Background: an optimization exercise with open tools, aiming at a short achievable clock period and few clock cycles. Do not read the settings as production practice.
Only simulation tests tie the RTL to the original design; equivalence was not proved.
Power is estimated from default activity; no workload was simulated.

==> run a: inputs <==
Design dcpu16_core, start of the top module:
module dcpu16_core (
    input  wire        clk,
    input  wire        rst,           
    output reg         mem_req,
    output reg         mem_we,
    output reg  [15:0] mem_addr,
    output reg  [15:0] mem_wdata,
    input  wire        mem_ack,
    input  wire [15:0] mem_rdata,
    input  wire        irq_valid,
    input  wire [15:0] irq_msg,
    input  wire [15:0] hw_count,
    output wire        dev_req,
    output wire        dev_hwi,       
    output wire [15:0] dev_index,
    input  wire        dev_ack,
    input  wire [31:0] dev_id,
    input  wire [31:0] dev_mfr,
    input  wire [15:0] dev_ver,
    output wire        fault,
    output reg  [1:0]  fault_kind     
);
    localparam S_F    = 5'd0,   
               S_AN   = 5'd1,   
               S_BN   = 5'd2,   
               S_RA   = 5'd3,   
               S_RB   = 5'd4,   
               S_X    = 5'd5,   
               S_W    = 5'd6,   
               S_DIV  = 5'd7,   
               S_JSR  = 5'd8,   
               S_DLV1 = 5'd9,   
               S_DLV2 = 5'd10,  
               S_RFI1 = 5'd11,  
               S_RFI2 = 5'd12,  
               S_HW   = 5'd13,  
               S_DEV  = 5'd14,  
               S_FAULT= 5'd15,
               S_DVS  = 5'd16,  
               S_INT  = 5'd17,  
               S_MUL  = 5'd18,  
               S_DV2  = 5'd19,  
               S_SPX  = 5'd20;  
    localparam OP_SET = 5'h01, OP_ADD = 5'h02, OP_SUB = 5'h03, OP_MUL = 5'h04,
               OP_MLI = 5'h05, OP_DIV = 5'h06, OP_DVI = 5'h07, OP_MOD = 5'h08,
               OP_MDI = 5'h09, OP_AND = 5'h0a, OP_BOR = 5'h0b, OP_XOR = 5'h0c,
               OP_SHR = 5'h0d, OP_ASR = 5'h0e, OP_SHL = 5'h0f, OP_IFB = 5'h10,
               OP_IFC = 5'h11, OP_IFE = 5'h12, OP_IFN = 5'h13, OP_IFG = 5'h14,
               OP_IFA = 5'h15, OP_IFL = 5'h16, OP_IFU = 5'h17, OP_ADX = 5'h1a,
               OP_SBX = 5'h1b, OP_STI = 5'h1e, OP_STD = 5'h1f;
    localparam SP_JSR = 5'h01, SP_INT = 5'h08, SP_IAG = 5'h09, SP_IAS = 5'h0a,
               SP_RFI = 5'h0b, SP_IAQ = 5'h0c, SP_HWN = 5'h10, SP_HWQ = 5'h11,
               SP_HWI = 5'h12;
    reg [15:0] x [0:7];              
    reg [15:0] pc, sp, ex, ia;
    reg [15:0] spm1;                 
    reg [15:0] spp1;                 
    reg        skipping, iq, fq;
    reg [4:0]  state;
  ...
Settings: LEC_CHECK=0, ABC_CLOCK_PERIOD_IN_PS=5000, CAP_MARGIN=20, CORE_MARGIN=2, CORE_UTILIZATION=25, PLACE_DENSITY=0.42, SETUP_SLACK_MARGIN=5, SLEW_MARGIN=20; clock period 10.0 ns.
run.sh (not shown) runs the stock make flow with config.mk's settings and CLKGATE_MAP_FILE= SYNTH_SCRIPT=/design/flow/synth_recipe.tcl, a recipe that flattens the netlist after the stock synthesis.
==> run b: changes against run a <==
--- a/flow/design.v
+++ b/flow/design.v
@@ -195,12 +195,11 @@
             s3 = p ^ q ^ r;
             c3 = ((p & q) | (p & r) | (q & r)) << 1;
             f_add3 = s3 + c3 + {17'h0, neg};
         end
     endfunction
-    wire        x_neg = (op == OP_SUB) || (op == OP_SBX);
-    wire        x_wx  = (op == OP_ADX) || (op == OP_SBX);
+    reg         x_neg, x_wx;         
     wire [17:0] x_sum = f_add3(xb, xa, x_wx ? ex : 16'h0000, x_neg);
     wire        mli   = (op == OP_MLI);
     wire [31:0] m_s, m_c;
     dcpu16_mul_csa u_mul (.a(xa), .b(xb), .mli(mli), .s(m_s), .c(m_c));
     reg  [31:0] mp_s, mp_c;
@@ -414,10 +413,12 @@
             w_a   <= (fw[4:0] == 5'h00);
             wd_ia <= (fw[4:0] == 5'h00) && (fw[9:5] == SP_IAG);
             wd_hw <= (fw[4:0] == 5'h00) && (fw[9:5] == SP_HWN);
             wd_av <= (fw[4:0] == OP_SET) || (fw[4:0] == OP_STI) || (fw[4:0] == OP_STD);
             dv_signed <= (fw[4:0] == OP_DVI) || (fw[4:0] == OP_MDI);
+            x_neg <= (fw[4:0] == OP_SUB) || (fw[4:0] == OP_SBX);
+            x_wx  <= (fw[4:0] == OP_ADX) || (fw[4:0] == OP_SBX);
             opa   <= opa_n;
             opb   <= opb_n;
             hw_ok <= lit_small(fw[15:10]) < hw_r;
             aadr  <= (fw[15:13] == 3'b001) ? ra_val : sp;
             badr  <= (fw[9:8] == 2'b01) ? rb_val : (fw[9:5] == 5'h18) ? spm1 : sp;
@@ -526,10 +527,12 @@
             fq         <= 1'b0;
             begin state <= S_F; sh <= f_oh(S_F); end
             xp         <= 1'b0;
             x_div      <= 1'b0;
             dv_signed  <= 1'b0;
+            x_neg      <= 1'b0;
+            x_wx       <= 1'b0;
             w_a        <= 1'b0;
             wd_ia      <= 1'b0;
             wd_hw      <= 1'b0;
             wd_av      <= 1'b0;
             hw_ok      <= 1'b0;
==> notes <==
Run b finished with timing, DRC and antenna clean. Run a completed with no timing, DRC or antenna violations. Of run b and run a, run a has the higher wire length (gap 1.6%, measured against run a). Of run b and run a, run b has the higher synthesized cell count (gap about 0.7%, measured against run a). In run a the clock skew is higher than in run b, by 0.029 ns. Against run a, the maximum frequency of run b is higher by about 8%. In run b the worst setup slack is higher than in run a, by 0.44 ns. Between run b and run a, the lower via count is in run b (gap 0.53%, measured against run a). In run a the clock power is smaller than in run b, by about 1%. Against run a, the hold slack of run b is higher by 0.017 ns. In die area, run a and run b hardly differ. Synthesized area is about the same in run b and run a.
==> figures <==
|  | run a | run b |
|---|---|---|
| Status | finished clean | finished clean |
| Inverters | 884 | 894 |
| DP HPWL | 688,000 microns | 678,000 microns |
| Adder-cell share of the synthesized area | 0.137 | 0.137 |
| Filler cell count in the final layout | 54,117 | 54,320 |
| Total power | 47.7 mW | 44.8 mW |
| Number of standard cells after synthesis | 15,364 | 15,472 |
| Count leader, synth | sky130_fd_sc_hd__nor2_1 | sky130_fd_sc_hd__nand2_1 |
| Layout Skew | 0.134 ns | 0.105 ns |
| Highest achievable clock rate | 0.169 GHz | 0.183 GHz |
| DR WL/cell | 40.2 microns | 39.4 microns |
| Total CTS buffers | 181 | 179 |
| Final-layout non-clock buffer area share | 0.109 | 0.108 |
| GRT Resource Usage Total | 0.342 | 0.336 |
| Wire length of the first global-routing pass | 1,220,000 microns | 1,210,000 microns |
| Source of the worst register-to-register timing path | ir[3] | ex[8] |
| Post-route minimum period | 5.91 ns | 5.47 ns |
| Leak Pwr | 63.5 nW | 62.4 nW |
| Number of buffers and inverters on the critical path | 3 | 2 |
| Violation count after the first detailed-route iteration | 21,558 | 21,597 |
| Met2 global-route usage | 0.483 | 0.478 |
| Synthesized area per cell | 8.37 sq um | 8.31 sq um |
Testbench counts of run a, summed over its fixed seeds: cycles 97,163.
Testbench counts of run b, summed over its fixed seeds: cycles 97,163.

## separate check: timing with driven ports
The flow's constraints put no driver on any port. The routed layouts listed below were extracted and timed again, unchanged, in two steps. Step 1: set_driving_cell puts a clkbuf_16 on clk and a buf_2 on each other input, an assumption about the parent block. Step 2 times the ports against the registers' clock, not the clock port: input delays grow and output delays shrink by t, the midpoint of the rising clock arrivals with the driver on. a / b / c = no drivers / after step 1 / after step 2; a / b = the first two.
run | t (ns) | setup slack, ns | worst setup path at the end | latest minus earliest clock arrival (ns) | worst slew at a driven data input, ns
run a | 1.103 | 4.089 / 4.089 / 3.469 | input to register | 0.136 / 0.137 | 0.13
run b | 1.077 | 4.532 / 4.420 / 3.801 | input to register | 0.107 / 0.108 | 0.11
After both steps setup and hold are still met in every run listed. The setup slack of run b, which loses most, moves by -0.112 ns with the drivers and by -0.731 ns with both steps.
